Context: an optimization exercise on an open-source flow, tuned for small area, a short achievable clock period and few clock cycles. The choices shown serve that exercise and are no tape-out recipe.
The RTL was checked by simulation tests, not by an equivalence proof against the original design.
No driver is modelled on the clock port, so clocking that relies on it looks cheaper here than on a real chip.
Power and IR drop assume default switching activity.

==> flow/design.v <==
module ng_core (
    input  wire        clk,
    input  wire        rst,
    input  wire        cmd_valid,
    output wire        cmd_ready,
    input  wire [31:0] cmd_word,
    input  wire [63:0] cmd_operand,
    output wire [63:0] state_q,
    output wire [63:0] result,
    output wire [31:0] status,
    output wire        sample_valid,
    input  wire        sample_ready,
    output wire [7:0]  sample_data
);
  localparam integer BUF_DEPTH = 16;
  localparam [3:0] OP_NOP = 4'h0, OP_SEED = 4'h1, OP_STEP = 4'h2, OP_FILL = 4'h3,
                   OP_LUTRD = 4'h4, OP_ACC = 4'h5, OP_FILT1 = 4'h6, OP_FILTER = 4'h7,
                   OP_ITER = 4'h8, OP_SBWR = 4'h9, OP_SBRD = 4'hA, OP_OBRD = 4'hB;
  localparam [3:0] E_OK = 4'd0, E_ILLEGAL_OP = 4'd1, E_RESERVED_FIELD = 4'd2,
                   E_BAD_OPERAND = 4'd3, E_RANGE = 4'd4;
  localparam [2:0] M_CALC = 3'd0, M_FILL = 3'd1, M_FILTER = 3'd2, M_EMIT = 3'd3,
                   M_READ = 3'd4, M_WRITE = 3'd5;
  reg [63:0] s_reg;
  reg [63:0] result_reg;
  reg [3:0]  err_reg;
  reg        busy;
  reg [2:0]  mode;
  reg [1:0]  calc;         
  reg        rd_ob;        
  reg        pend;         
  reg [3:0]  idx;          
  reg [3:0]  lst;          
  reg [7:0]  smp;          
  reg [63:0] hreg;         
  reg [4:0]  sbr;          
  reg [4:0]  sb_off;       
  reg [15:0] clean;        
  reg [63:0] sbq [0:16];
  reg [7:0]  obq [0:16];
  wire [3:0]  op   = cmd_word[3:0];
  wire [7:0]  rsv  = cmd_word[11:4];
  wire [19:0] addr = cmd_word[31:12];
  wire fmt_z  = (op == OP_NOP) || (op == OP_STEP);
  wire fmt_c  = (op == OP_FILL);
  wire fmt_cp = (op == OP_FILTER) || (op == OP_ITER);
  wire fmt_t  = (op == OP_LUTRD);
  wire fmt_a  = (op == OP_SBRD) || (op == OP_OBRD);
  wire fmt_av = (op == OP_SBWR);
  wire [31:0] opd_n = cmd_operand[31:0];
  wire [31:0] opd_p = cmd_operand[63:32];
  reg [3:0] dec_err;
  always @(*) begin
    dec_err = E_OK;
    if (op >= 4'hC)
      dec_err = E_ILLEGAL_OP;
    else if (rsv != 8'd0 || (!(fmt_a || fmt_av) && addr != 20'd0))
      dec_err = E_RESERVED_FIELD;
    else if ((fmt_z && cmd_operand != 64'd0) ||
             (fmt_c && cmd_operand[63:32] != 32'd0) ||
             (fmt_t && cmd_operand[63:11] != 53'd0) ||
             (fmt_a && cmd_operand != 64'd0) ||
             (fmt_cp && opd_p == 32'd0))
      dec_err = E_BAD_OPERAND;
    else if (((fmt_c || fmt_cp) && opd_n > 32'd16) ||
             ((fmt_a || fmt_av) && addr >= 20'd16))
      dec_err = E_RANGE;
  end
  wire accept = cmd_valid && !busy;
  wire n_nz   = (opd_n[4:0] != 5'd0);    
  wire n_16   = opd_n[4];
  wire [63:0] s_next = {s_reg[62:0], s_reg[63] ^ s_reg[62] ^ s_reg[60] ^ s_reg[59]};
  wire        sb_ok  = (sb_off[1:0] == 2'd1) && !sb_off[4];
  reg  [63:0] sb_rd;
  reg  [7:0]  ob_rd;
  always @(*) begin
    case (sb_off[3:2])
      2'd0: sb_rd = sbq[1];
      2'd1: sb_rd = ~sbq[5];
      2'd2: sb_rd = sbq[9];
      2'd3: sb_rd = ~sbq[13];
    endcase
    case (sb_off[3:2])
      2'd0: ob_rd = obq[1];
      2'd1: ob_rd = ~obq[5];
      2'd2: ob_rd = obq[9];
      2'd3: ob_rd = ~obq[13];
    endcase
  end
  wire in_filter = busy && (mode == M_FILTER);
  wire in_calc   = busy && (mode == M_CALC);
  wire lut_mode  = in_calc && calc[1];
  wire [2:0] lut_i = hreg[10:8];
  reg [63:0] x;
  integer b;
  always @(*) begin
    if (in_filter)
      x = sb_rd;
    else if (in_calc) begin
      if (lut_mode) begin
        for (b = 0; b < 64; b = b + 1)
          x[b] = (lut_i == b / 8) && hreg[b % 8];
      end else
        x = hreg;
    end else
      x = s_next;
  end
  wire        tv_lut = lut_mode;
  wire [2:0]  tv_i   = lut_i;
  reg  [10:0] tv;
  always @(*) begin
    if (!tv_lut) tv = 11'd742;
    else case (tv_i)
      3'd0: tv = 11'd760;
      3'd1: tv = 11'd710;
      3'd2: tv = 11'd660;
      3'd3: tv = 11'd671;
      3'd4: tv = 11'd743;
      3'd5: tv = 11'd693;
      3'd6: tv = 11'd704;
      3'd7: tv = 11'd715;
      default: tv = 11'd0;
    endcase
  end
  wire [10:0] acc_t;
  wire t1, t2, t3, t4, t5, t6, t7, t8, t9, t10, t11, t12, t13, t14, t15, t16;
  wire t17, t18, t19, t20, t21, t22, t23, t24, t25, t26, t27, t28, t29, t30, t31, t32;
  wire t33, t34, t35, t36, t37, t38, t39, t40, t41, t42, t43, t44, t45, t46, t47, t48;
  wire t49, t50, t51, t52, t53, t54, t55, t56, t57, t58, t59, t60, t61, t62, t63, t64;
  wire t65, t66, t67, t68, t69, t70, t71, t72, t73, t74, t75, t76, t77, t78, t79, t80;
  wire t81, t82, t83, t84, t85, t86, t87, t88, t89, t90, t91, t92, t93, t94, t95, t96;
  wire t97, t98, t99, t100, t101, t102, t103, t104, t105, t106, t107, t108, t109, t110, t111, t112;
  wire t113, t114, t115, t116, t117, t118, t119, t120, t121, t122, t123, t124, t125, t126, t127, t128;
  wire t129, t130, t131, t132, t133, t134, t135, t136, t137, t138, t139, t140, t141, t142, t143, t144;
  wire t145, t146, t147, t148, t149, t150, t151, t152, t153, t154, t155, t156, t157, t158, t159, t160;
  wire t161, t162, t163, t164, t165, t166, t167, t168, t169, t170, t171, t172, t173, t174, t175, t176;
  wire t177, t178, t179, t180, t181, t182, t183, t184, t185, t186, t187, t188, t189, t190, t191, t192;
  wire t193, t194, t195, t196, t197, t198, t199, t200, t201, t202, t203, t204, t205, t206, t207, t208;
  wire t209, t210, t211, t212, t213, t214, t215, t216, t217, t218, t219, t220, t221, t222, t223, t224;
  wire t225, t226, t227, t228, t229, t230, t231, t232, t233, t234, t235, t236, t237, t238, t239, t240;
  wire t241, t242, t243, t244, t245, t246, t247, t248, t249, t250, t251, t252, t253, t254, t255, t256;
  wire t257, t258, t259, t260, t261, t262, t263, t264, t265, t266, t267, t268, t269, t270, t271, t272;
  wire t273, t274, t275, t276, t277, t278, t279, t280;
  assign t1 = ~x[1] ^ ~x[2] ^ x[6];
  assign t2 = (~x[1] & ~x[2]) | (~x[1] & x[6]) | (~x[2] & x[6]);
  assign t3 = x[7] ^ ~x[11] ^ ~x[12];
  assign t4 = (x[7] & ~x[11]) | (x[7] & ~x[12]) | (~x[11] & ~x[12]);
  assign t5 = x[16] ^ x[17];
  assign t6 = x[16] & x[17];
  assign t7 = ~x[21] ^ ~x[22] ^ x[26];
  assign t8 = (~x[21] & ~x[22]) | (~x[21] & x[26]) | (~x[22] & x[26]);
  assign t9 = x[27] ^ ~x[31] ^ ~x[32];
  assign t10 = (x[27] & ~x[31]) | (x[27] & ~x[32]) | (~x[31] & ~x[32]);
  assign t11 = ~x[33] ^ x[36] ^ x[37];
  assign t12 = (~x[33] & x[36]) | (~x[33] & x[37]) | (x[36] & x[37]);
  assign t13 = x[38] ^ ~x[41] ^ ~x[42];
  assign t14 = (x[38] & ~x[41]) | (x[38] & ~x[42]) | (~x[41] & ~x[42]);
  assign t15 = ~x[43] ^ x[46];
  assign t16 = ~x[43] & x[46];
  assign t17 = x[0] ^ ~x[8] ^ ~x[9];
  assign t18 = (x[0] & ~x[8]) | (x[0] & ~x[9]) | (~x[8] & ~x[9]);
  assign t19 = ~x[10] ^ x[18] ^ x[19];
  assign t20 = (~x[10] & x[18]) | (~x[10] & x[19]) | (x[18] & x[19]);
  assign t21 = x[20] ^ ~x[28] ^ ~x[29];
  assign t22 = (x[20] & ~x[28]) | (x[20] & ~x[29]) | (~x[28] & ~x[29]);
  assign t23 = ~x[30] ^ x[39];
  assign t24 = ~x[30] & x[39];
  assign t25 = x[3] ^ ~x[4] ^ x[5];
  assign t26 = (x[3] & ~x[4]) | (x[3] & x[5]) | (~x[4] & x[5]);
  assign t27 = ~x[11] ^ x[12] ^ ~x[16];
  assign t28 = (~x[11] & x[12]) | (~x[11] & ~x[16]) | (x[12] & ~x[16]);
  assign t29 = x[17] ^ ~x[23] ^ x[24];
  assign t30 = (x[17] & ~x[23]) | (x[17] & x[24]) | (~x[23] & x[24]);
  assign t31 = ~x[25] ^ x[31] ^ ~x[32];
  assign t32 = (~x[25] & x[31]) | (~x[25] & ~x[32]) | (x[31] & ~x[32]);
  assign t33 = x[33] ^ x[36] ^ ~x[37];
  assign t34 = (x[33] & x[36]) | (x[33] & ~x[37]) | (x[36] & ~x[37]);
  assign t35 = x[1] ^ x[6] ^ ~x[8];
  assign t36 = (x[1] & x[6]) | (x[1] & ~x[8]) | (x[6] & ~x[8]);
  assign t37 = x[10] ^ ~x[13] ^ x[15];
  assign t38 = (x[10] & ~x[13]) | (x[10] & x[15]) | (~x[13] & x[15]);
  assign t39 = ~x[18] ^ x[20] ^ ~x[22];
  assign t40 = (~x[18] & x[20]) | (~x[18] & ~x[22]) | (x[20] & ~x[22]);
  assign t41 = ~x[27] ^ x[29] ^ x[34];
  assign t42 = (~x[27] & x[29]) | (~x[27] & x[34]) | (x[29] & x[34]);
  assign t43 = ~x[2] ^ x[3] ^ ~x[7];
  assign t44 = (~x[2] & x[3]) | (~x[2] & ~x[7]) | (x[3] & ~x[7]);
  assign t45 = x[11] ^ ~x[12] ^ x[16];
  assign t46 = (x[11] & ~x[12]) | (x[11] & x[16]) | (~x[12] & x[16]);
  assign t47 = ~x[17] ^ x[21] ^ ~x[25];
  assign t48 = (~x[17] & x[21]) | (~x[17] & ~x[25]) | (x[21] & ~x[25]);
  assign t49 = x[26] ^ ~x[30] ^ x[31];
  assign t50 = (x[26] & ~x[30]) | (x[26] & x[31]) | (~x[30] & x[31]);
  assign t51 = ~x[35] ^ x[36];
  assign t52 = ~x[35] & x[36];
  assign t53 = ~x[0] ^ ~x[5] ^ x[8];
  assign t54 = (~x[0] & ~x[5]) | (~x[0] & x[8]) | (~x[5] & x[8]);
  assign t55 = ~x[10] ^ x[13] ^ ~x[15];
  assign t56 = (~x[10] & x[13]) | (~x[10] & ~x[15]) | (x[13] & ~x[15]);
  assign t57 = x[18] ^ ~x[20] ^ x[23];
  assign t58 = (x[18] & ~x[20]) | (x[18] & x[23]) | (~x[20] & x[23]);
  assign t59 = x[47] ^ x[48] ^ ~x[51];
  assign t60 = (x[47] & x[48]) | (x[47] & ~x[51]) | (x[48] & ~x[51]);
  assign t61 = ~x[52] ^ ~x[53] ^ x[56];
  assign t62 = (~x[52] & ~x[53]) | (~x[52] & x[56]) | (~x[53] & x[56]);
  assign t63 = x[57] ^ x[58] ^ ~x[62];
  assign t64 = (x[57] & x[58]) | (x[57] & ~x[62]) | (x[58] & ~x[62]);
  assign t65 = x[40] ^ ~x[49] ^ ~x[50];
  assign t66 = (x[40] & ~x[49]) | (x[40] & ~x[50]) | (~x[49] & ~x[50]);
  assign t67 = x[59] ^ x[60] ^ x[61];
  assign t68 = (x[59] & x[60]) | (x[59] & x[61]) | (x[60] & x[61]);
  assign t69 = tv[2] ^ t2 ^ t4;
  assign t70 = (tv[2] & t2) | (tv[2] & t4) | (t2 & t4);
  assign t71 = t6 ^ t8 ^ t10;
  assign t72 = (t6 & t8) | (t6 & t10) | (t8 & t10);
  assign t73 = t12 ^ t14;
  assign t74 = t12 & t14;
  assign t75 = x[38] ^ ~x[44] ^ x[45];
  assign t76 = (x[38] & ~x[44]) | (x[38] & x[45]) | (~x[44] & x[45]);
  assign t77 = ~x[51] ^ x[52] ^ ~x[53];
  assign t78 = (~x[51] & x[52]) | (~x[51] & ~x[53]) | (x[52] & ~x[53]);
  assign t79 = ~x[56] ^ x[57] ^ ~x[58];
  assign t80 = (~x[56] & x[57]) | (~x[56] & ~x[58]) | (x[57] & ~x[58]);
  assign t81 = tv[3] ^ t18 ^ t20;
  assign t82 = (tv[3] & t18) | (tv[3] & t20) | (t18 & t20);
  assign t83 = t22 ^ t24 ^ t25;
  assign t84 = (t22 & t24) | (t22 & t25) | (t24 & t25);
  assign t85 = t27 ^ t29;
  assign t86 = t27 & t29;
  assign t87 = x[39] ^ ~x[41] ^ x[43];
  assign t88 = (x[39] & ~x[41]) | (x[39] & x[43]) | (~x[41] & x[43]);
  assign t89 = ~x[46] ^ x[48] ^ ~x[50];
  assign t90 = (~x[46] & x[48]) | (~x[46] & ~x[50]) | (x[48] & ~x[50]);
  assign t91 = ~x[55] ^ ~x[60] ^ x[62];
  assign t92 = (~x[55] & ~x[60]) | (~x[55] & x[62]) | (~x[60] & x[62]);
  assign t93 = tv[4] ^ t26 ^ t28;
  assign t94 = (tv[4] & t26) | (tv[4] & t28) | (t26 & t28);
  assign t95 = t30 ^ t32 ^ t34;
  assign t96 = (t30 & t32) | (t30 & t34) | (t32 & t34);
  assign t97 = t35 ^ t37 ^ t39;
  assign t98 = (t35 & t37) | (t35 & t39) | (t37 & t39);
  assign t99 = ~x[40] ^ x[44] ^ ~x[45];
  assign t100 = (~x[40] & x[44]) | (~x[40] & ~x[45]) | (x[44] & ~x[45]);
  assign t101 = x[49] ^ ~x[53] ^ x[54];
  assign t102 = (x[49] & ~x[53]) | (x[49] & x[54]) | (~x[53] & x[54]);
  assign t103 = ~x[58] ^ x[59] ^ ~x[63];
  assign t104 = (~x[58] & x[59]) | (~x[58] & ~x[63]) | (x[59] & ~x[63]);
  assign t105 = tv[5] ^ t36 ^ t38;
  assign t106 = (tv[5] & t36) | (tv[5] & t38) | (t36 & t38);
  assign t107 = t40 ^ t42 ^ t43;
  assign t108 = (t40 & t42) | (t40 & t43) | (t42 & t43);
  assign t109 = t45 ^ t47 ^ t49;
  assign t110 = (t45 & t47) | (t45 & t49) | (t47 & t49);
  assign t111 = x[28] ^ ~x[33] ^ ~x[38];
  assign t112 = (x[28] & ~x[33]) | (x[28] & ~x[38]) | (~x[33] & ~x[38]);
  assign t113 = x[41] ^ ~x[43] ^ x[46];
  assign t114 = (x[41] & ~x[43]) | (x[41] & x[46]) | (~x[43] & x[46]);
  assign t115 = ~x[48] ^ x[51] ^ x[56];
  assign t116 = (~x[48] & x[51]) | (~x[48] & x[56]) | (x[51] & x[56]);
  assign t117 = ~x[61] ^ tv[6] ^ t44;
  assign t118 = (~x[61] & tv[6]) | (~x[61] & t44) | (tv[6] & t44);
  assign t119 = t46 ^ t48 ^ t50;
  assign t120 = (t46 & t48) | (t46 & t50) | (t48 & t50);
  assign t121 = t52 ^ t53 ^ t55;
  assign t122 = (t52 & t53) | (t52 & t55) | (t53 & t55);
  assign t123 = ~x[63] ^ tv[1] ^ t1;
  assign t124 = (~x[63] & tv[1]) | (~x[63] & t1) | (tv[1] & t1);
  assign t125 = t3 ^ t5 ^ t7;
  assign t126 = (t3 & t5) | (t3 & t7) | (t5 & t7);
  assign t127 = t16 ^ t17 ^ t19;
  assign t128 = (t16 & t17) | (t16 & t19) | (t17 & t19);
  assign t129 = t21 ^ t23 ^ t60;
  assign t130 = (t21 & t23) | (t21 & t60) | (t23 & t60);
  assign t131 = t62 ^ t64 ^ t65;
  assign t132 = (t62 & t64) | (t62 & t65) | (t64 & t65);
  assign t133 = t31 ^ t33 ^ t66;
  assign t134 = (t31 & t33) | (t31 & t66) | (t33 & t66);
  assign t135 = t68 ^ t70 ^ t72;
  assign t136 = (t68 & t70) | (t68 & t72) | (t70 & t72);
  assign t137 = t74 ^ t75 ^ t77;
  assign t138 = (t74 & t75) | (t74 & t77) | (t75 & t77);
  assign t139 = t79 ^ t81;
  assign t140 = t79 & t81;
  assign t141 = t41 ^ t76 ^ t78;
  assign t142 = (t41 & t76) | (t41 & t78) | (t76 & t78);
  assign t143 = t80 ^ t82 ^ t84;
  assign t144 = (t80 & t82) | (t80 & t84) | (t82 & t84);
  assign t145 = t86 ^ t87 ^ t89;
  assign t146 = (t86 & t87) | (t86 & t89) | (t87 & t89);
  assign t147 = t91 ^ t93 ^ t95;
  assign t148 = (t91 & t93) | (t91 & t95) | (t93 & t95);
  assign t149 = t51 ^ t88 ^ t90;
  assign t150 = (t51 & t88) | (t51 & t90) | (t88 & t90);
  assign t151 = t92 ^ t94 ^ t96;
  assign t152 = (t92 & t94) | (t92 & t96) | (t94 & t96);
  assign t153 = t98 ^ t99 ^ t101;
  assign t154 = (t98 & t99) | (t98 & t101) | (t99 & t101);
  assign t155 = t103 ^ t105 ^ t107;
  assign t156 = (t103 & t105) | (t103 & t107) | (t105 & t107);
  assign t157 = t57 ^ t100 ^ t102;
  assign t158 = (t57 & t100) | (t57 & t102) | (t100 & t102);
  assign t159 = t104 ^ t106 ^ t108;
  assign t160 = (t104 & t106) | (t104 & t108) | (t106 & t108);
  assign t161 = t110 ^ t111 ^ t113;
  assign t162 = (t110 & t111) | (t110 & t113) | (t111 & t113);
  assign t163 = t115 ^ t117 ^ t119;
  assign t164 = (t115 & t117) | (t115 & t119) | (t117 & t119);
  assign t165 = tv[7] ^ t54 ^ t56;
  assign t166 = (tv[7] & t54) | (tv[7] & t56) | (t54 & t56);
  assign t167 = t58 ^ t112 ^ t114;
  assign t168 = (t58 & t112) | (t58 & t114) | (t112 & t114);
  assign t169 = t116 ^ t118;
  assign t170 = t116 & t118;
  assign t171 = t9 ^ t11 ^ t13;
  assign t172 = (t9 & t11) | (t9 & t13) | (t11 & t13);
  assign t173 = t15 ^ t59;
  assign t174 = t15 & t59;
  assign t175 = t67 ^ t69 ^ t71;
  assign t176 = (t67 & t69) | (t67 & t71) | (t69 & t71);
  assign t177 = t73 ^ t124 ^ t126;
  assign t178 = (t73 & t124) | (t73 & t126) | (t124 & t126);
  assign t179 = t127 ^ t129;
  assign t180 = t127 & t129;
  assign t181 = t83 ^ t85 ^ t128;
  assign t182 = (t83 & t85) | (t83 & t128) | (t85 & t128);
  assign t183 = t130 ^ t132 ^ t133;
  assign t184 = (t130 & t132) | (t130 & t133) | (t132 & t133);
  assign t185 = t135 ^ t137 ^ t139;
  assign t186 = (t135 & t137) | (t135 & t139) | (t137 & t139);
  assign t187 = t97 ^ t134 ^ t136;
  assign t188 = (t97 & t134) | (t97 & t136) | (t134 & t136);
  assign t189 = t138 ^ t140 ^ t141;
  assign t190 = (t138 & t140) | (t138 & t141) | (t140 & t141);
  assign t191 = t143 ^ t145 ^ t147;
  assign t192 = (t143 & t145) | (t143 & t147) | (t145 & t147);
  assign t193 = t109 ^ t142 ^ t144;
  assign t194 = (t109 & t142) | (t109 & t144) | (t142 & t144);
  assign t195 = t146 ^ t148 ^ t149;
  assign t196 = (t146 & t148) | (t146 & t149) | (t148 & t149);
  assign t197 = t151 ^ t153 ^ t155;
  assign t198 = (t151 & t153) | (t151 & t155) | (t153 & t155);
  assign t199 = t121 ^ t150 ^ t152;
  assign t200 = (t121 & t150) | (t121 & t152) | (t150 & t152);
  assign t201 = t154 ^ t156 ^ t157;
  assign t202 = (t154 & t156) | (t154 & t157) | (t156 & t157);
  assign t203 = t159 ^ t161 ^ t163;
  assign t204 = (t159 & t161) | (t159 & t163) | (t161 & t163);
  assign t205 = t120 ^ t122 ^ t158;
  assign t206 = (t120 & t122) | (t120 & t158) | (t122 & t158);
  assign t207 = t160 ^ t162 ^ t164;
  assign t208 = (t160 & t162) | (t160 & t164) | (t162 & t164);
  assign t209 = t165 ^ t167 ^ t169;
  assign t210 = (t165 & t167) | (t165 & t169) | (t167 & t169);
  assign t211 = tv[8] ^ t166;
  assign t212 = tv[8] & t166;
  assign t213 = t61 ^ t63 ^ t123;
  assign t214 = (t61 & t63) | (t61 & t123) | (t63 & t123);
  assign t215 = t131 ^ t172 ^ t174;
  assign t216 = (t131 & t172) | (t131 & t174) | (t172 & t174);
  assign t217 = t175 ^ t177;
  assign t218 = t175 & t177;
  assign t219 = t176 ^ t178 ^ t180;
  assign t220 = (t176 & t178) | (t176 & t180) | (t178 & t180);
  assign t221 = t181 ^ t183 ^ t185;
  assign t222 = (t181 & t183) | (t181 & t185) | (t183 & t185);
  assign t223 = t182 ^ t184 ^ t186;
  assign t224 = (t182 & t184) | (t182 & t186) | (t184 & t186);
  assign t225 = t187 ^ t189 ^ t191;
  assign t226 = (t187 & t189) | (t187 & t191) | (t189 & t191);
  assign t227 = t188 ^ t190 ^ t192;
  assign t228 = (t188 & t190) | (t188 & t192) | (t190 & t192);
  assign t229 = t193 ^ t195 ^ t197;
  assign t230 = (t193 & t195) | (t193 & t197) | (t195 & t197);
  assign t231 = t194 ^ t196 ^ t198;
  assign t232 = (t194 & t196) | (t194 & t198) | (t196 & t198);
  assign t233 = t199 ^ t201 ^ t203;
  assign t234 = (t199 & t201) | (t199 & t203) | (t201 & t203);
  assign t235 = t200 ^ t202 ^ t204;
  assign t236 = (t200 & t202) | (t200 & t204) | (t202 & t204);
  assign t237 = t205 ^ t207 ^ t209;
  assign t238 = (t205 & t207) | (t205 & t209) | (t207 & t209);
  assign t239 = t168 ^ t170 ^ t206;
  assign t240 = (t168 & t170) | (t168 & t206) | (t170 & t206);
  assign t241 = t208 ^ t210 ^ t211;
  assign t242 = (t208 & t210) | (t208 & t211) | (t210 & t211);
  assign t243 = t125 ^ t171;
  assign t244 = t125 & t171;
  assign t245 = t179 ^ t214 ^ t215;
  assign t246 = (t179 & t214) | (t179 & t215) | (t214 & t215);
  assign t247 = t216 ^ t218 ^ t219;
  assign t248 = (t216 & t218) | (t216 & t219) | (t218 & t219);
  assign t249 = t220 ^ t222 ^ t223;
  assign t250 = (t220 & t222) | (t220 & t223) | (t222 & t223);
  assign t251 = t224 ^ t226 ^ t227;
  assign t252 = (t224 & t226) | (t224 & t227) | (t226 & t227);
  assign t253 = t228 ^ t230 ^ t231;
  assign t254 = (t228 & t230) | (t228 & t231) | (t230 & t231);
  assign t255 = t232 ^ t234 ^ t235;
  assign t256 = (t232 & t234) | (t232 & t235) | (t234 & t235);
  assign t257 = t236 ^ t238 ^ t239;
  assign t258 = (t236 & t238) | (t236 & t239) | (t238 & t239);
  assign t259 = tv[9] ^ t212 ^ t240;
  assign t260 = (tv[9] & t212) | (tv[9] & t240) | (t212 & t240);
  assign t261 = t173 ^ t213;
  assign t262 = t173 & t213;
  assign t263 = t217 ^ t244 ^ t245;
  assign t264 = (t217 & t244) | (t217 & t245) | (t244 & t245);
  assign t265 = t221 ^ t246 ^ t247;
  assign t266 = (t221 & t246) | (t221 & t247) | (t246 & t247);
  assign t267 = t225 ^ t248 ^ t249;
  assign t268 = (t225 & t248) | (t225 & t249) | (t248 & t249);
  assign t269 = t229 ^ t250 ^ t251;
  assign t270 = (t229 & t250) | (t229 & t251) | (t250 & t251);
  assign t271 = t233 ^ t252 ^ t253;
  assign t272 = (t233 & t252) | (t233 & t253) | (t252 & t253);
  assign t273 = t237 ^ t254 ^ t255;
  assign t274 = (t237 & t254) | (t237 & t255) | (t254 & t255);
  assign t275 = t241 ^ t256 ^ t257;
  assign t276 = (t241 & t256) | (t241 & t257) | (t256 & t257);
  assign t277 = t242 ^ t258 ^ t259;
  assign t278 = (t242 & t258) | (t242 & t259) | (t258 & t259);
  assign t279 = tv[10] ^ t260;
  assign t280 = tv[10] & t260;
  wire [10:0] tra = {t278, t276, t274, t272, t270, t268, t266, t264, t262, t243, tv[0]};
  wire [10:0] trb = {t279, t277, t275, t273, t271, t269, t267, t265, t263, t261, 1'b0};
  assign acc_t = tra + trb;
  wire [7:0] acc_smp = acc_t[9:2];
  wire last = (idx == lst);
  wire emit = busy && (mode == M_EMIT);
  wire take = emit && !pend && sample_ready;
  assign cmd_ready    = !busy && !rst;
  assign state_q      = s_reg;
  assign result       = result_reg;
  assign status       = {24'd0, err_reg, busy ? mode[1:0] : 2'b00, (s_reg == 64'd0), busy};
  assign sample_valid = emit && !pend;
  assign sample_data  = smp;
  wire emit_wr = emit && (take || pend) && sb_ok;    
  wire sb_we   = busy && sb_ok && (mode == M_FILL || mode == M_WRITE) || emit_wr;
  wire ob_we   = busy && sb_ok && (mode == M_FILTER) || emit_wr;
  wire [63:0] sb_wd = (mode == M_WRITE) ? hreg : s_reg;
  wire [7:0]  ob_wd = (mode == M_EMIT) ? smp : acc_smp;
  always @(posedge clk) begin
    if (sb_we && sb_off[3:2] == 2'd0) sbq[0] <= ~sb_wd;
    else sbq[0] <= ~sbq[1];
    sbq[1] <= sbq[2];
    sbq[2] <= sbq[3];
    sbq[3] <= sbq[4];
    if (sb_we && sb_off[3:2] == 2'd1) sbq[4] <= sb_wd;
    else sbq[4] <= ~sbq[5];
    sbq[5] <= sbq[6];
    sbq[6] <= sbq[7];
    sbq[7] <= sbq[8];
    if (sb_we && sb_off[3:2] == 2'd2) sbq[8] <= ~sb_wd;
    else sbq[8] <= ~sbq[9];
    sbq[9] <= sbq[10];
    sbq[10] <= sbq[11];
    sbq[11] <= sbq[12];
    if (sb_we && sb_off[3:2] == 2'd3) sbq[12] <= sb_wd;
    else sbq[12] <= ~sbq[13];
    sbq[13] <= sbq[14];
    sbq[14] <= sbq[15];
    sbq[15] <= sbq[16];
    sbq[16] <= sbq[0];
  end
  always @(posedge clk) begin
    if (ob_we && sb_off[3:2] == 2'd0) obq[0] <= ~ob_wd;
    else obq[0] <= ~obq[1];
    obq[1] <= obq[2];
    obq[2] <= obq[3];
    obq[3] <= obq[4];
    if (ob_we && sb_off[3:2] == 2'd1) obq[4] <= ob_wd;
    else obq[4] <= ~obq[5];
    obq[5] <= obq[6];
    obq[6] <= obq[7];
    obq[7] <= obq[8];
    if (ob_we && sb_off[3:2] == 2'd2) obq[8] <= ~ob_wd;
    else obq[8] <= ~obq[9];
    obq[9] <= obq[10];
    obq[10] <= obq[11];
    obq[11] <= obq[12];
    if (ob_we && sb_off[3:2] == 2'd3) obq[12] <= ob_wd;
    else obq[12] <= ~obq[13];
    obq[13] <= obq[14];
    obq[14] <= obq[15];
    obq[15] <= obq[16];
    obq[16] <= obq[0];
  end
  wire rebase = accept && (dec_err == E_OK) && (op == OP_ITER) && n_16;
  wire [4:0] sbr_i = (sbr == 5'd16) ? 5'd0 : sbr + 5'd1;
  function [3:0] first_one;
    input [15:0] m;
    integer i;
    begin
      first_one = 4'd0;
      for (i = 15; i >= 0; i = i - 1)
        if (m[i]) first_one = i;
    end
  endfunction
  reg [15:0] lt_n;         
  reg [15:0] le_l;         
  integer j;
  always @(*) begin
    for (j = 0; j < 16; j = j + 1) begin
      lt_n[j] = (opd_n[4:0] > j);
      le_l[j] = (lst >= j);
    end
  end
  wire [15:0] dirty  = ~clean;
  wire        f_any  = |(dirty & lt_n);
  wire [15:0] f_rest = dirty & le_l & ~(16'd1 << idx);
  wire        f_more = |f_rest;
  wire [3:0]  f_next = first_one(f_rest);
  wire [4:0]  off_fd = {1'b0, f_next} - sbr_i;
  wire [4:0]  off_f  = off_fd[4] ? off_fd + 5'd17 : off_fd;
  wire [4:0] sbr_n = rebase ? 5'd16 : sbr_i;
  wire [3:0] idx_i = (fmt_a || fmt_av) ? addr[3:0] : (op == OP_FILTER) ? first_one(dirty) : 4'd0;
  wire [4:0] off_d = {1'b0, idx_i} - sbr_i;
  wire [4:0] off_m = off_d[4] ? off_d + 5'd17 : off_d;
  wire adv = busy && (mode == M_FILL) && sb_ok || emit_wr;
  wire f_step = busy && (mode == M_FILTER) && sb_ok;
  always @(posedge clk) begin
    if (!busy || (emit_wr && !last))
      smp <= acc_smp;
    if (!busy)
      hreg <= cmd_operand;
    sbr <= rst ? 5'd0 : sbr_n;
    if (rst)
      sb_off <= 5'd0;
    else if (!busy)
      sb_off <= rebase ? 5'd1 : off_m;
    else if (f_step)
      sb_off <= off_f;
    else if (!adv)
      sb_off <= (sb_off == 5'd0) ? 5'd16 : sb_off - 5'd1;
    if (rst)
      clean <= 16'd0;
    else if (sb_we || ob_we)
      clean[idx] <= ob_we;
    if (rst) begin
      s_reg      <= 64'd1;
      result_reg <= 64'd0;
      err_reg    <= E_OK;
      busy       <= 1'b0;
      mode       <= M_CALC;
      calc       <= 2'd0;
      rd_ob      <= 1'b0;
      pend       <= 1'b0;
      idx        <= 4'd0;
      lst        <= 4'd0;
    end else if (!busy) begin
      idx  <= idx_i;
      lst  <= opd_n[3:0] - 4'd1;
      pend <= 1'b0;
      if (accept) begin
        err_reg <= dec_err;
        if (dec_err == E_OK) begin
          case (op)
            OP_SEED:  s_reg <= cmd_operand;
            OP_STEP: begin
              s_reg      <= s_next;
              result_reg <= s_next;
            end
            OP_LUTRD, OP_ACC, OP_FILT1: begin
              busy <= 1'b1;
              mode <= M_CALC;
              calc <= (op == OP_LUTRD) ? 2'd2 : (op == OP_FILT1) ? 2'd1 : 2'd0;
            end
            OP_SBRD, OP_OBRD: begin
              rd_ob <= (op == OP_OBRD);
              busy  <= 1'b1;
              mode  <= M_READ;
            end
            OP_SBWR: begin
              busy <= 1'b1;
              mode <= M_WRITE;
            end
            OP_FILL, OP_ITER: begin
              if (n_nz) begin
                s_reg <= s_next;
                busy  <= 1'b1;
                mode  <= (op == OP_ITER) ? M_EMIT : M_FILL;
              end
            end
            OP_FILTER: begin
              if (f_any) begin
                busy <= 1'b1;
                mode <= M_FILTER;
              end
            end
            default: ;
          endcase
        end
      end
    end else begin
      case (mode)
        M_CALC: begin
          busy <= 1'b0;
          case (calc)
            2'd1:    result_reg <= {{56{acc_smp[7]}}, acc_smp};
            default: result_reg <= {{53{acc_t[10]}}, acc_t};
          endcase
        end
        M_READ: begin
          if (sb_ok) begin
            busy       <= 1'b0;
            result_reg <= rd_ob ? {{56{ob_rd[7]}}, ob_rd} : sb_rd;
          end
        end
        M_WRITE: begin
          if (sb_ok)
            busy <= 1'b0;
        end
        M_FILL: begin
          if (sb_ok) begin
            idx <= idx + 4'd1;
            if (!last)
              s_reg <= s_next;
            else
              busy <= 1'b0;
          end
        end
        M_FILTER: begin
          if (sb_ok) begin
            idx <= f_next;
            if (!f_more)
              busy <= 1'b0;
          end
        end
        default: begin  
          if (emit_wr) begin
            idx  <= idx + 4'd1;
            pend <= 1'b0;
            if (last)
              busy <= 1'b0;
            else
              s_reg <= s_next;
          end else if (take)
            pend <= 1'b1;
        end
      endcase
    end
  end
endmodule
==> flow/flow/run.sh <==
#!/bin/bash
# Standard layout, with every port buffered by a buf_2 and timing repair asked
# for 16.5 ns of setup slack (a 10.5 ns period) instead of 0.
set -euo pipefail
export BUFFER_PORTS_ARGS="-buffer_cell sky130_fd_sc_hd__buf_2"
export SETUP_SLACK_MARGIN=16.5
bash standard.sh synth > synth.log 2>&1
bash standard.sh > layout.log 2>&1
==> flow/standard.sh <==
#!/bin/bash
# synth_recipe.tcl (not shown) runs the flow's synth.tcl, then flattens the netlist and writes it again
# the make line also repeats each setting of config.mk as NAME=value (left out here)
make -C /OpenROAD-flow-scripts/flow DESIGN_CONFIG=/design/flow/config.mk WORK_HOME=/design/flow/orfs CLKGATE_MAP_FILE= SYNTH_SCRIPT=/design/flow/synth_recipe.tcl "${@:-finish}"
==> flow/config.mk <==
export PLATFORM = sky130hd
export DESIGN_NAME = ng_core
export DESIGN_NICKNAME = ng_core
export VERILOG_FILES = /design/flow/design.v
export SDC_FILE = /design/flow/constraint.sdc
export NUM_CORES = 4
export LEC_CHECK = 0
export CAP_MARGIN = 20
export CORE_MARGIN = 2
export CORE_UTILIZATION = 65
export CTS_CLUSTER_DIAMETER = 70
export CTS_CLUSTER_SIZE = 24
export SLEW_MARGIN = 20
==> flow/constraint.sdc <==
create_clock -name core_clock -period 27.0 [get_ports {clk}]
set_input_delay 5.4000 -clock core_clock [delete_from_list [all_inputs] [get_ports {clk}]]
set_output_delay 5.4000 -clock core_clock [all_outputs]
set_load 0.01 [all_outputs]
==> results of run 1 <==
==> synthesized netlist by cell type, drive strengths merged (10+ instances only) <==
cell type	n
dfxtp	1404
nor2	564
a21oi	384
inv	327
mux2i	216
clkbuf	213
nand2	207
mux2	135
fa	109
nor3	86
buf	83
nor2b	78
o21ai	76
edfxtp	72
mux4	69
o211ai	67
ha	63
nor4	44
xnor2	35
a221oi	29
a22oi	26
a211oi	25
a311oi	25
nand3	25
o21a	23
a31oi	19
a21o	18
a221o	18
xor2	18
and2	16
a2111oi	15
o31ai	15
and3	13
nand4	13
a41o	12
nand2b	12
or2	10
==> stage by stage <==
| step | area [um2] | utilization | setup slack, ns | cells |
|---|---|---|---|---|
| final | 55800 | 0.708 | 15.87 | 5857 |
| after floorplan | 51800 | - | 15.53 | 4687 |
| after CTS | 55800 | 0.707 | 15.86 | 5855 |
| after global routing | 55800 | 0.708 | 15.86 | 5857 |
| after detailed placement | 53600 | 0.679 | 15.64 | 5731 |
| after global placement | 53500 | 0.679 | 15.66 | 5729 |
==> path summary, 6_finish.rpt <==
check | endpoint | cells after the start | slack [ns]
max | cmd_ready | 3 | 15.87
min | sbq[13][30] | 0 | 0.31
max reg2reg | result_reg[52] | 27 | 16.95
min reg2reg | sbq[13][30] | 0 | 0.31
==> routing by layer <==
metal / share of wire / vias to the layer above
met3: 0.079 / 348
met1: 0.42 / 16847
li1: - / 15907
met5: 0.00087 / -
met4: 0.042 / 10
met2: 0.45 / 1460
==> logic make-up (layout without fill, tap and decap cells) <==
group,Yosys count,in the layout,share of synthesized area
AO/OA/AOI/OAI,801,801,0.0984
XOR/XNOR,53,53,0.00898
adder cells (fa/ha/maj),179,179,0.0588
buffers and inverters,625,744,0.0488
flip-flops,1476,1476,0.586
multiplexers,420,421,0.103
other,1,25,0.0000726
AND/OR/NAND/NOR,1108,1108,0.0964
==> critical path: stages <==
cell,delay (ns)
clkbuf_16,0.14
nor2_4,0.08
buf_6,0.10
==> layout make-up <==
cell class              count  area share
clock inverters            13     0.00311
flip-flops and latches   1476       0.542
clock buffers             108      0.0358
well taps                1050      0.0235
inverters                 329      0.0222
repair buffers            294      0.0300
multi-input cells        2587       0.343
==> power breakdown <==
part	total [mW]	switching, mW	internal, mW
logic	0.242	0.142	0.0996
registers	2.23	0.0263	2.20
clock network	1.22	0.690	0.531
==> timing repair <==
item                                    in CTS  in global routing
resized for setup                            2                  3
pin swaps                                    1                  0
setup buffers                                1                  0
hold buffers                                 0                  0
gates cloned                                 2                  1
endpoints found under the setup margin       1                 10
==> results.json, run 1 <==
{
  "status": "timing/DRC/antenna clean",
  "routed_wl_mm": 139,
  "drc_errors": 0,
  "cts.sinks": 1476,
  "yosysSeqAreaShare": 0.586,
  "die_h_um": 286,
  "ys_warn_count": 3,
  "setup_tns_ns": 0,
  "cts_buffers": 74,
  "grt_max_degree": 99,
  "worst_pin_slew_ns": 1.13,
  "top_regs": "sbq (1088), obq (136)",
  "largest_reg_flops": 1088,
  "min_period_over_period": 0.412,
  "grt_usage": 0.337,
  "nets": 5034,
  "end_kind": "output pin",
  "clockBufferDepth": 3,
  "top_usage_layer": "met2",
  "vias": 34572,
  "dr.pass1.iters": 6,
  "hold_slack_ns": 0.308,
  "cp-start-kind": "input port",
  "die_x_um": 286,
  "syn2layout_area_growth_pct": 8.06,
  "drv_cap": 0,
  "use_met3": 0.0561,
  "grt_pass1_vias": 33175,
  "hp-start": "sbq[14][30]",
  "clk_latency_ns": 0.66,
  "power.leakage_nw": 25.4,
  "cp-startpoint": "rst",
  "seqCellArea_um2": 30300,
  "setup_viol": 0,
  "synth_cell_types": 89,
  "die_area_um2": 81800,
  "rows": 103,
  "cts_tree": "yes",
  "power_density_nw_per_um2": 66.1,
  "multi_input_area_um2": 19200,
  "top_register": "sbq",
  "ios": 270,
  "r2r_start": "busy",
  "fin_crit_ns": 11.13,
  "drtIter0Drc": 3264,
  "synthArstFlopShare": 0,
  "layout_common_cells": "dfxtp_1 (1,400), nor2_1 (563), a21oi_1 (379), inv_1 (325), buf_2 (242)",
  "cts-root-buf": "clkbuf_16",
  "fmax_ghz": 0.0899,
  "ys_ff_latch": 1476,
  "worstSetupPathType": "input port to output pin",
  "n_antenna_cell": 0,
  "nFillCells": 5893,
  "gp_congestion": 0.977,
  "netlist_instances": 4663,
  "grt_pass1_wl_mm": 207,
  "use_met1": 0.466,
  "clk_pin_slew_ns": 0.10,
  "crit_required_ns": 21.60,
  "dpl.hpwl_mm": 93.8,
  "crit_path_max_fanout": 3,
  "viasPerCell": 5.90,
  "skew_ns": 0.0303,
  "synth-edff-count": 72,
  "final_hold_viol_count": 0,
  "crit_arrival_ns": 5.73,
  "initial_utilization": 0.655,
  "relSlewSlack": 0.237,
  "avgSynthCellArea_um2": 11.1,
  "ant_nets": 0,
  "grt_antenna_before_repair": 4,
  "met2_usage": 0.532,
  "overflow": 0,
  "core_area_um2": 78900,
  "rsz0062_at_grt": "yes",
  "hp-class": "flop to flop",
  "htreeDepth": 3,
  "vdd_drop_max_mv": 0.0683,
  "layout_commonest_cell": "dfxtp_1",
  "synth_top_area_share": 0.544,
  "synth_flop_cell": "dfxtp_1",
  "drive_gt1_frac": 0.133,
  "routedWlPerCell_um": 23.8,
  "slew_viol_final": 0,
  "synth_area_um2": 51700,
  "io_buffer_count": 244,
  "synth_area_leaders": "dfxtp_1 (54%), fa_1 (4.2%), edfxtp_1 (4.2%)",
  "p_total_mw": 3.69,
  "yosys.area.top_type": "dfxtp_1"
}
Testbench counts, summed over its fixed seeds: cycles 13,424.
==> run 2: changes to the inputs <==
==> flow/flow/run.sh (replaced) <==
#!/bin/bash
# Standard layout, with every port buffered by a buf_1 and timing repair asked
# for 16.5 ns of setup slack (a 10.5 ns period) instead of 0.
set -euo pipefail
export BUFFER_PORTS_ARGS="-buffer_cell sky130_fd_sc_hd__buf_1"
export SETUP_SLACK_MARGIN=16.5
bash standard.sh synth > synth.log 2>&1
bash standard.sh > layout.log 2>&1
--- a/flow/config.mk
+++ b/flow/config.mk
@@ -6,4 +6,5 @@
 export NUM_CORES = 4
 export LEC_CHECK = 0
+export ABC_AREA = 1
 export CAP_MARGIN = 20
 export CORE_MARGIN = 2
==> results.json, run 2 <==
{
  "drive_gt1_frac": 0.0410,
  "overflow": 0,
  "clk_pin_slew_ns": 0.09,
  "rsz0062_at_grt": "yes",
  "drc_errors": 0,
  "grt_antenna_before_repair": 1,
  "worstSetupPathType": "input port to output pin",
  "gp_congestion": 0.987,
  "die_x_um": 280,
  "synthAdderAreaFrac": 0.0600,
  "nFillCells": 5761,
  "synth_area_um2": 49500,
  "ys_warn_count": 3,
  "cp_slowest_cell": "buf_12",
  "grt_pass1_wl_mm": 212,
  "instances_no_fill": 6200,
  "synthXorXnorAreaFrac": 0.00672,
  "power.leakage_nw": 22.5,
  "core_area_um2": 75700,
  "dr.pass1.iters": 6,
  "crit_required_ns": 21.60,
  "synth_top_family_by_area": "compound AO/OA/AOI/OAI gates",
  "routedWlPerCell_um": 23.4,
  "yosys.area.top_type": "dfxtp_1",
  "rows": 101,
  "cp-startpoint": "rst",
  "ant_nets": 0,
  "dpl.hpwl_mm": 100,
  "viasPerCell": 5.89,
  "crit_path_cell_trace": "clkbuf_16, buf_12, nor2_4, buf_6",
  "synth_cell_types": 56,
  "synth-simple-area-share": 0.0993,
  "grt_pass1_vias": 33817,
  "fin_crit_ns": 11.27,
  "htreeDepth": 3,
  "die_h_um": 280,
  "hp-start": "sbq[3][16]",
  "synth_most_common_cell": "dfxtp_1",
  "min_period_over_period": 0.417,
  "synth_mux_area_frac": 0.00852,
  "fmax_ghz": 0.0887,
  "cp-start-kind": "input port",
  "dp.cells": 6088,
  "setup_viol": 0,
  "yosysSeqAreaShare": 0.611,
  "layout_commonest_cell": "dfxtp_1",
  "end_kind": "output pin",
  "cts_tree": "yes",
  "hp-class": "flop to flop",
  "clk_latency_ns": 0.69,
  "cts.sinks": 1476,
  "ios": 270,
  "relSlewSlack": 0.135,
  "netlist_instances": 5066,
  "path_buf_inv": 3,
  "top_register": "sbq",
  "grt_max_degree": 123,
  "clockBufferDepth": 3,
  "layout_common_cells": "dfxtp_1 (1,402), nand2_1 (654), o21ai_0 (579), inv_1 (508), a21oi_1 (432)",
  "initial_utilization": 0.654,
  "io_buffer_count": 244,
  "slew_viol_final": 0,
  "die_area_um2": 78400,
  "r2r_start": "busy",
  "top_regs": "sbq (1088), obq (136)",
  "crit_path_max_fanout": 2,
  "cts-root-buf": "clkbuf_16",
  "synth_flop_cell": "dfxtp_1",
  "p_total_mw": 3.83,
  "synth_top_area_share": 0.568,
  "avgSynthCellArea_um2": 9.77,
  "synth_common_cells": "dfxtp_1 (1,404), nand2_1 (661), o21ai_0 (588)",
  "routed_wl_mm": 145,
  "power_density_nw_per_um2": 71.8,
  "synth_area_leaders": "dfxtp_1 (57%), o21ai_0 (5.9%), nand2_1 (5.0%)",
  "synthArstFlopShare": 0,
  "ys_ff_latch": 1476,
  "vias": 36489,
  "largest_reg_flops": 1088,
  "cts_buffers": 75,
  "crit_arrival_ns": 5.87,
  "slowest_delay_ns": 0.13,
  "synth_compound_area_frac": 0.148,
  "drv_cap": 0,
  "critical-path-top-delay-family": "buffers and inverters",
  "status": "timing/DRC/antenna clean",
  "vdd_drop_max_mv": 0.0646,
  "setup_tns_ns": 0,
  "worst_pin_slew_ns": 1.28,
  "final_hold_viol_count": 0,
  "syn2layout_area_growth_pct": 7.73,
  "grt_usage": 0.364,
  "drtIter0Drc": 4408,
  "synth-edff-count": 72,
  "skew_ns": 0.0414,
  "nets": 5466
}
run 2: kinds of logic after synthesis:
kind of cell	after synthesis
other	1
flip-flops	1476
multiplexers	42
AND/OR/NAND/NOR	1204
XOR/XNOR	38
AO/OA/AOI/OAI	1329
adder cells (fa/ha/maj)	172
buffers and inverters	804
run 2: final timing paths:
check	to	slack, ns	cells after the start
worst min register to register	sbq[2][16]	0.32	0
worst max-delay path	cmd_ready	15.73	4
worst max register to register	result_reg[37]	17.55	34
worst min-delay path	sbq[2][16]	0.32	0
run 2: final cells by class:
type / count / area, um2 / area share
sequential: 1476 / 30300 / 0.568
multi-input combinational: 2810 / 16200 / 0.303
inverter: 535 / 2020 / 0.0378
clock buffer: 87 / 1980 / 0.0372
timing repair buffer: 296 / 1400 / 0.0263
tap: 978 / 1220 / 0.0229
clock inverter: 16 / 264 / 0.00495
antenna: 2 / 5.00 / 0.0000938
run 2: worst register-to-register path: cells and delay by family (launching register included):
kind	cells	cell delay, ns
adder cells (fa/ha/maj)	8	3.61
buffers and inverters	11	2.34
AND/OR/NAND/NOR	8	1.21
AO/OA/AOI/OAI	6	1.04
flip-flops	1	0.66
XOR/XNOR	1	0.50
run 2: repair_timing:
action | 4_1_cts | 5_1_grt
cloned | 2 | 0
setup buffers | 3 | 0
pin swaps | 1 | 0
resized for setup | 8 | 0
setup endpoints to repair | 1 | 1
hold buffers | 0 | 0
run 2: per-stage QoR:
step                utilization  setup WS [ns]  hold slack (ns)  instance area (um2)
global route              0.704          15.72            0.321                53300
floorplan                     -          15.92            0.310                49600
finish                    0.705          15.73            0.316                53300
detailed placement        0.673          15.21            0.312                50900
global placement          0.673          15.23            0.310                50900
CTS                       0.704          15.73            0.305                53300
run 2: power breakdown:
group	total [mW]	internal [mW]	switching, mW
Sequential	2.21	2.20	0.00733
Clock	1.25	0.542	0.705
Combinational	0.371	0.0859	0.285
Total	3.83	2.83	0.998
run 2: layer usage:
layer / global-route usage / up-vias / wire (um)
li1: - / 16847 / -
met2: 0.510 / 2166 / 58800
met4: 0.143 / 0 / 6190
met3: 0.100 / 363 / 18200
met1: 0.534 / 17113 / 61600
met5: 0 / - / 0
==> run 3: changes to the inputs <==
--- a/flow/design.v
+++ b/flow/design.v
@@ -35,5 +35,5 @@
   reg [4:0]  sbr;          
   reg [4:0]  sb_off;       
-  reg [15:0] clean;        
+  reg [4:0]  cln;          
   reg [63:0] sbq [0:16];
   reg [7:0]  obq [0:16];
@@ -487,35 +487,10 @@
   wire rebase = accept && (dec_err == E_OK) && (op == OP_ITER) && n_16;
   wire [4:0] sbr_i = (sbr == 5'd16) ? 5'd0 : sbr + 5'd1;
-  function [3:0] first_one;
-    input [15:0] m;
-    integer i;
-    begin
-      first_one = 4'd0;
-      for (i = 15; i >= 0; i = i - 1)
-        if (m[i]) first_one = i;
-    end
-  endfunction
-  reg [15:0] lt_n;         
-  reg [15:0] le_l;         
-  integer j;
-  always @(*) begin
-    for (j = 0; j < 16; j = j + 1) begin
-      lt_n[j] = (opd_n[4:0] > j);
-      le_l[j] = (lst >= j);
-    end
-  end
-  wire [15:0] dirty  = ~clean;
-  wire        f_any  = |(dirty & lt_n);
-  wire [15:0] f_rest = dirty & le_l & ~(16'd1 << idx);
-  wire        f_more = |f_rest;
-  wire [3:0]  f_next = first_one(f_rest);
-  wire [4:0]  off_fd = {1'b0, f_next} - sbr_i;
-  wire [4:0]  off_f  = off_fd[4] ? off_fd + 5'd17 : off_fd;
+  wire f_any = (opd_n[4:0] > cln);
   wire [4:0] sbr_n = rebase ? 5'd16 : sbr_i;
-  wire [3:0] idx_i = (fmt_a || fmt_av) ? addr[3:0] : (op == OP_FILTER) ? first_one(dirty) : 4'd0;
+  wire [3:0] idx_i = (fmt_a || fmt_av) ? addr[3:0] : (op == OP_FILTER) ? cln[3:0] : 4'd0;
   wire [4:0] off_d = {1'b0, idx_i} - sbr_i;
   wire [4:0] off_m = off_d[4] ? off_d + 5'd17 : off_d;
-  wire adv = busy && (mode == M_FILL) && sb_ok || emit_wr;
-  wire f_step = busy && (mode == M_FILTER) && sb_ok;
+  wire adv = busy && (mode == M_FILL || mode == M_FILTER) && sb_ok || emit_wr;
   always @(posedge clk) begin
     if (!busy || (emit_wr && !last))
@@ -528,12 +503,16 @@
     else if (!busy)
       sb_off <= rebase ? 5'd1 : off_m;
-    else if (f_step)
-      sb_off <= off_f;
     else if (!adv)
       sb_off <= (sb_off == 5'd0) ? 5'd16 : sb_off - 5'd1;
     if (rst)
-      clean <= 16'd0;
-    else if (sb_we || ob_we)
-      clean[idx] <= ob_we;
+      cln <= 5'd0;
+    else if (accept && dec_err == E_OK) begin
+      if ((op == OP_FILTER || op == OP_ITER) && f_any)
+        cln <= opd_n[4:0];
+      else if (op == OP_FILL && n_nz)
+        cln <= 5'd0;
+      else if (op == OP_SBWR && {1'b0, addr[3:0]} < cln)
+        cln <= {1'b0, addr[3:0]};
+    end
     if (rst) begin
       s_reg      <= 64'd1;
@@ -621,6 +600,6 @@
         M_FILTER: begin
           if (sb_ok) begin
-            idx <= f_next;
-            if (!f_more)
+            idx <= idx + 4'd1;
+            if (last)
               busy <= 1'b0;
           end
==> flow/flow/run.sh (replaced) <==
#!/bin/bash
# Standard layout, with every port buffered by a buf_1, timing repair asked for
# 16.5 ns of setup slack (a 10.5 ns period) instead of 0, and after CTS the
# cmd_ready gate reading rst straight from rst's port buffer (flow/eco_ready.tcl).
set -euo pipefail
export BUFFER_PORTS_ARGS="-buffer_cell sky130_fd_sc_hd__buf_1"
export SETUP_SLACK_MARGIN=16.5
export POST_CTS_TCL="$PWD/flow/eco_ready.tcl"
bash standard.sh synth > synth.log 2>&1
bash standard.sh > layout.log 2>&1
==> flow/flow/eco_ready.tcl (new file) <==
# Sourced by ORFS at the end of its CTS step (POST_CTS_TCL). The path from rst to
# cmd_ready is the design's critical path; if timing repair left buffers between
# rst's port buffer and the gate that drives cmd_ready's port buffer, read rst for
# that gate straight from the port buffer instead (the logic is unchanged).
set block [ord::get_db_block]
proc eco_driver {net} {
  foreach it [$net getITerms] { if {[$it isOutputSignal]} { return $it } }
  return ""
}
proc eco_is_buf {inst} {
  set m [[$inst getMaster] getName]
  return [regexp {__(buf|clkbuf)_[0-9]+$} $m]
}
set rnet [[$block findBTerm rst] getNet]
set pbuf ""
foreach it [$rnet getITerms] { if {[$it isInputSignal]} { set pbuf [$it getInst] } }
set pnet ""
if {$pbuf ne "" && [eco_is_buf $pbuf]} {
  foreach it [$pbuf getITerms] { if {[$it isOutputSignal]} { set pnet [$it getNet] } }
}
set onet [[$block findBTerm cmd_ready] getNet]
set od [eco_driver $onet]
set gate ""
if {$od ne "" && [eco_is_buf [$od getInst]]} {
  foreach it [[$od getInst] getITerms] {
    if {[$it isInputSignal]} { set gd [eco_driver [$it getNet]]; if {$gd ne ""} { set gate [$gd getInst] } }
  }
}
if {$pnet ne "" && $gate ne ""} {
  foreach it [$gate getITerms] {
    if {![$it isInputSignal]} continue
    set n [$it getNet]
    set hops 0
    set d [eco_driver $n]
    while {$d ne "" && [eco_is_buf [$d getInst]] && $hops < 8} {
      set src ""
      foreach jt [[$d getInst] getITerms] { if {[$jt isInputSignal]} { set src [$jt getNet] } }
      if {$src eq ""} break
      if {[$src getName] eq [$pnet getName]} {
        puts "eco_ready: [[$gate getMaster] getName] [$gate getName]/[[$it getMTerm] getName] from [$n getName] to [$pnet getName]"
        $it disconnect
        $it connect $pnet
        break
      }
      set d [eco_driver $src]
      incr hops
    }
  }
}
estimate_parasitics -placement
==> results.json, run 3 <==
{
  "synth_area_leaders": "dfxtp_1 (57%), nand2_1 (6.5%), a21oi_1 (5.4%)",
  "r2r_start": "mode[0]",
  "synthXorXnorAreaFrac": 0.00822,
  "drv_cap": 0,
  "worstSetupPathType": "input port to output pin",
  "clk_pin_slew_ns": 0.09,
  "synth_flop_cell": "dfxtp_1",
  "gp_congestion": 0.966,
  "met2_usage": 0.495,
  "synthAdderAreaFrac": 0.0563,
  "grt_antenna_before_repair": 6,
  "cp-start-kind": "input port",
  "die_x_um": 279,
  "avgSynthCellArea_um2": 9.47,
  "yosysSeqAreaShare": 0.613,
  "drc_errors": 0,
  "synth_top_family_by_area": "compound AO/OA/AOI/OAI gates",
  "crit_required_ns": 21.60,
  "vdd_drop_max_mv": 0.0522,
  "use_met1": 0.534,
  "vias": 35765,
  "grt_max_degree": 97,
  "largest_reg_flops": 1088,
  "viasPerCell": 5.68,
  "synth_most_common_cell": "dfxtp_1",
  "p_switching_uw": 941,
  "grt_pass1_wl_mm": 203,
  "ant_nets": 1,
  "drtIter0Drc": 4144,
  "die_h_um": 279,
  "initial_utilization": 0.657,
  "synth_compound_area_frac": 0.126,
  "dr.pass1.iters": 6,
  "synth_top_area_share": 0.569,
  "grt_pass1_vias": 32912,
  "yosys.area.top_type": "dfxtp_1",
  "crit_arrival_ns": 5.71,
  "status": "finished with violations",
  "netlist_instances": 5174,
  "grt_usage": 0.348,
  "cts_tree": "yes",
  "hold_slack_ns": 0.312,
  "nets": 5555,
  "layout_common_cells": "dfxtp_1 (1,391), nand2_1 (833), inv_1 (574), a21oi_1 (530), nor2_1 (468)",
  "swShare": 0.251,
  "drive_gt1_frac": 0.0395,
  "synth-edff-count": 72,
  "setup_viol": 0,
  "min_period_over_period": 0.411,
  "ys_ff_latch": 1465,
  "overflow": 0,
  "synth-simple-area-share": 0.123,
  "cts.sinks": 1465,
  "p_int_mw": 2.80,
  "cp-startpoint": "rst",
  "power.leakage_nw": 23.0,
  "synth_common_cells": "dfxtp_1 (1,393), nand2_1 (842), inv_1 (575)",
  "end_kind": "output pin",
  "routed_wl_mm": 138,
  "hp-start": "sbq[4][12]",
  "rsz0062_at_grt": "yes",
  "use_met3": 0.0664,
  "power_density_nw_per_um2": 70.9,
  "core_area_um2": 74600,
  "clkPwrFrac": 0.336,
  "layout_commonest_cell": "dfxtp_1",
  "top_regs": "sbq (1088), obq (136)",
  "setup_tns_ns": 0,
  "hp-class": "flop to flop",
  "final_hold_viol_count": 0,
  "crit_path_max_fanout": 3,
  "ios": 270,
  "synth_mux_area_frac": 0.00128,
  "rows": 100,
  "slew_viol_final": 0,
  "clk_latency_ns": 0.67,
  "fin_crit_ns": 11.11,
  "synth_cell_types": 56,
  "ys_warn_count": 3,
  "dpl.hpwl_mm": 94.5,
  "seqPwrFrac": 0.585,
  "worst_pin_slew_ns": 1.30,
  "die_area_um2": 77600,
  "relSlewSlack": 0.127,
  "combPwrFrac": 0.078,
  "top_register": "sbq",
  "io_buffer_count": 244,
  "synthArstFlopShare": 0,
  "top_usage_layer": "met1",
  "fmax_ghz": 0.0900,
  "skew_ns": 0.0324,
  "so_faults": "antenna violations",
  "synth_area_um2": 49000,
  "routedWlPerCell_um": 21.8,
  "syn2layout_area_growth_pct": 7.73
}
==> run 3: routing by layer <==
metal	share of wire	vias up
met5	0.000095	-
met4	0.036	2
met3	0.11	277
met2	0.41	1981
met1	0.45	16793
li1	-	16712
==> run 3: power groups by stage <==
| stage | clock network (mW) | logic, mW | registers [mW] |
|---|---|---|---|
| 2_1_floorplan | 0 | 0.146 | 2.24 |
| 3_3_place_gp | 0 | 0.273 | 2.24 |
| 3_5_place_dp | 0 | 0.275 | 2.24 |
| 5_1_grt | 1.35 | 0.308 | 2.19 |
| 6_report | 1.26 | 0.294 | 2.19 |
==> run 3: cell families (layout without fill, tap and decap cells) <==
family / count (synthesis) / after routing
buffers and inverters: 866 / 986
other: 1 / 33
XOR/XNOR: 46 / 46
adder cells (fa/ha/maj): 160 / 160
AND/OR/NAND/NOR: 1515 / 1515
multiplexers: 6 / 6
flip-flops: 1465 / 1465
AO/OA/AOI/OAI: 1115 / 1115
==> run 3: path summary, 6_finish.rpt <==
check,endpoint,slack (ns),cells after the start
worst min-delay path,sbq[3][12],0.31,0
worst max-delay path,cmd_ready,15.89,3
worst min register to register,sbq[3][12],0.31,0
worst max register to register,result_reg[36],17.28,33
==> run 3: through the flow <==
stage	instance area, um2	setup WS (ns)	instances	power (mW)	util
after floorplan	49100	16.11	5198	2.39	-
after global placement	50300	15.21	6181	2.51	0.675
after detailed placement	50300	15.21	6181	2.52	0.675
after global routing	52800	15.88	6287	3.85	0.708
final	52800	15.89	6295	3.74	0.708
==> run 3: area by class of cell <==
| class | count | area [um2] |
|---|---|---|
| repair buffers | 290 | 1360 |
| well taps | 969 | 1210 |
| fillers | 5724 | 21800 |
| clock buffers | 80 | 1960 |
| clock inverters | 21 | 369 |
| diodes | 8 | 20.0 |
| multi-input cells | 2867 | 15600 |
| flip-flops and latches | 1465 | 30100 |
| inverters | 595 | 2240 |
==> run 3: worst max-delay path, cell delays in order <==
cell    delay, ns
buf_12       0.11
nor2_4       0.08
buf_6        0.11
Testbench counts of run 3, summed over its fixed seeds: cycles 13,424.
==> run 4: changes to the inputs <==
--- a/flow/config.mk
+++ b/flow/config.mk
@@ -10,5 +10,5 @@
 export CORE_MARGIN = 2
 export CORE_UTILIZATION = 65
-export CTS_CLUSTER_DIAMETER = 70
-export CTS_CLUSTER_SIZE = 24
+export CTS_CLUSTER_DIAMETER = 75
+export CTS_CLUSTER_SIZE = 28
 export SLEW_MARGIN = 20
==> results.json, run 4 <==
{
  "drv_cap": 0,
  "worst_pin_slew_ns": 1.39,
  "min_period_over_period": 0.411,
  "relSlewSlack": 0.0634,
  "drtIter0Drc": 4020,
  "die_area_um2": 77600,
  "rows": 100,
  "io_buffer_count": 244,
  "routedWlPerCell_um": 21.8,
  "status": "timing/DRC/antenna clean",
  "routed_wl_mm": 137,
  "synth-edff-count": 72,
  "grt_pass1_wl_mm": 202,
  "clk_pin_slew_ns": 0.10,
  "dpl_cell_area_um2": 50300,
  "power.leakage_nw": 22.8,
  "die_x_um": 279,
  "vias": 35564,
  "ys_warn_count": 3,
  "fmax_ghz": 0.0900,
  "worstSetupPathType": "input port to output pin",
  "cts.sinks": 1465,
  "initial_utilization": 0.657,
  "hp-class": "flop to flop",
  "synth_common_cells": "dfxtp_1 (1,393), nand2_1 (842), inv_1 (575)",
  "overflow": 0,
  "power_density_nw_per_um2": 69.9,
  "nFillCells": 5762,
  "cp_slowest_cell": "buf_12",
  "cp-start-kind": "input port",
  "crit_path_cell_trace": "buf_12, nor2_4, buf_6",
  "ios": 270,
  "cts_tree": "yes",
  "clk_latency_ns": 0.67,
  "grt_pass1_vias": 32833,
  "synthArstFlopShare": 0,
  "final_cell_area_um2": 52500,
  "crit_required_ns": 21.60,
  "skew_ns": 0.0427,
  "layout_commonest_cell": "dfxtp_1",
  "grt_antenna_before_repair": 9,
  "synth_flop_cell": "dfxtp_1",
  "vdd_drop_max_mv": 0.0522,
  "synth_area_leaders": "dfxtp_1 (57%), nand2_1 (6.5%), a21oi_1 (5.4%)",
  "top_register": "sbq",
  "fin_crit_ns": 11.11,
  "synth_most_common_cell": "dfxtp_1",
  "ys_ff_latch": 1465,
  "top_regs": "sbq (1088), obq (136)",
  "yosysSeqAreaShare": 0.613,
  "grt_usage": 0.346,
  "slew_viol_final": 0,
  "setup_viol": 0,
  "nets": 5545,
  "grt_max_degree": 97,
  "largest_reg_flops": 1088,
  "rsz0062_at_grt": "yes",
  "layout_common_cells": "dfxtp_1 (1,391), nand2_1 (833), inv_1 (574), a21oi_1 (530), nor2_1 (468)",
  "fin_util": 0.704,
  "dp.cells": 6181,
  "synth_cell_types": 56,
  "slowest_delay_ns": 0.11,
  "avgSynthCellArea_um2": 9.47,
  "netlist_instances": 5174,
  "gp_congestion": 0.966,
  "setup_tns_ns": 0,
  "dr.pass1.iters": 5,
  "drive_gt1_frac": 0.0379,
  "final_hold_viol_count": 0,
  "crit_path_max_fanout": 3,
  "syn2layout_area_growth_pct": 7.10,
  "synth_top_area_share": 0.569,
  "ant_nets": 0,
  "core_area_um2": 74600,
  "instances_no_fill": 6277,
  "viasPerCell": 5.67,
  "die_h_um": 279,
  "yosys.area.top_type": "dfxtp_1",
  "synth_area_um2": 49000,
  "end_kind": "output pin",
  "drc_errors": 0,
  "crit_arrival_ns": 5.71,
  "dpl.hpwl_mm": 94.5
}
run 4: cell types whose count changed in the layout (fill, tap and decap cells not counted), moves of 2 or more:
cell,change
clkbuf_16,-8
clkinv_16,-3
inv_6,+2
inv_12,+3
diode_2,-7
clkinv_8,-4
run 4: path summary, 6_finish.rpt:
path	startpoint	to	slack (ns)	depth (start not counted)
worst min-delay path	sbq[10][62]	sbq[9][62]	0.32	0
worst max-delay path	rst	cmd_ready	15.89	3
worst max register to register	mode[0]	result_reg[34]	17.27	33
worst min register to register	sbq[10][62]	sbq[9][62]	0.32	0
run 4: layout make-up:
| type | count | area, um2 | area share |
|---|---|---|---|
| inverter | 595 | 2240 | 0.0427 |
| antenna | 1 | 2.50 | 0.0000477 |
| clock inverter | 19 | 270 | 0.00515 |
| timing repair buffer | 289 | 1350 | 0.0257 |
| sequential | 1465 | 30100 | 0.573 |
| multi-input combinational | 2867 | 15600 | 0.297 |
| clock buffer | 72 | 1770 | 0.0337 |
| tap | 969 | 1210 | 0.0231 |
run 4: layer usage:
| metal | GRT usage | part of all wire | vias to the layer above |
|---|---|---|---|
| li1 | - | - | 16680 |
| met1 | 0.526 | 0.45 | 16732 |
| met2 | 0.489 | 0.40 | 1849 |
| met3 | 0.0726 | 0.11 | 297 |
| met4 | 0.124 | 0.040 | 6 |
| met5 | 0 | 0.00030 | - |
run 4: report_power, final:
group	switching, mW	internal, mW	total, mW
sequential	0.00676	2.19	2.19
combinational	0.231	0.0637	0.294
clock	0.688	0.497	1.18
run 4: worst max-delay path, delay by kind of cell:
kind / cells / cell delay (ns)
and+or+nand+nor: 1 / 0.08
buffers and inverters: 2 / 0.22
run 4: cells by family after synthesis:
kind of cell             after synthesis  share of synthesized area
XOR/XNOR                              46                    0.00822
multiplexers                           6                    0.00128
AND/OR/NAND/NOR                     1515                      0.123
buffers and inverters                866                     0.0720
adder cells (fa/ha/maj)              160                     0.0563
flip-flops                          1465                      0.613
other                                  1                  0.0000765
AO/OA/AOI/OAI                       1115                      0.126
run 4: stage by stage:
stage	total power [mW]	hold WS (ns)	worst slack, ns
after floorplan	2.39	0.310	16.11
final	3.67	0.321	15.89
after global routing	3.78	0.326	15.88
after global placement	2.51	0.310	15.21
after detailed placement	2.52	0.312	15.21

-- port drivers added, routing unchanged --
In the flow no input, the clock included, has a driving cell. The finished layouts below were timed again as built, in two steps.
Step 1 sets driving cells, clkbuf_16 on the clock port and buf_2 on the other inputs (assumed; they add their load-dependent delay and slew).
Step 2 also shifts input and output timing later by t, the mid clock arrival at the registers, as if the neighbouring blocks saw the same clock.
Three values: no drivers, after step 1, after step 2; two values: the first two.
| run | t, ns | setup WS [ns] | hold slack, ns | pins driven straight from the clock port |
|---|---|---|---|---|
| run 1 | 0.714 | 15.870 / 15.732 / 15.732 | 0.308 / 0.308 / 0.308 | 1 |
| run 2 | 0.740 | 15.731 / 15.688 / 15.688 | 0.316 / 0.316 / 0.316 | 1 |
| run 3 | 0.722 | 15.894 / 15.844 / 15.844 | 0.312 / 0.312 / 0.312 | 1 |
| run 4 | 0.716 | 15.894 / 15.845 / 15.845 | 0.321 / 0.321 / 0.321 | 1 |
The setup slack of run 1, which loses most, moves by -0.138 ns with the drivers and by -0.138 ns with both steps.
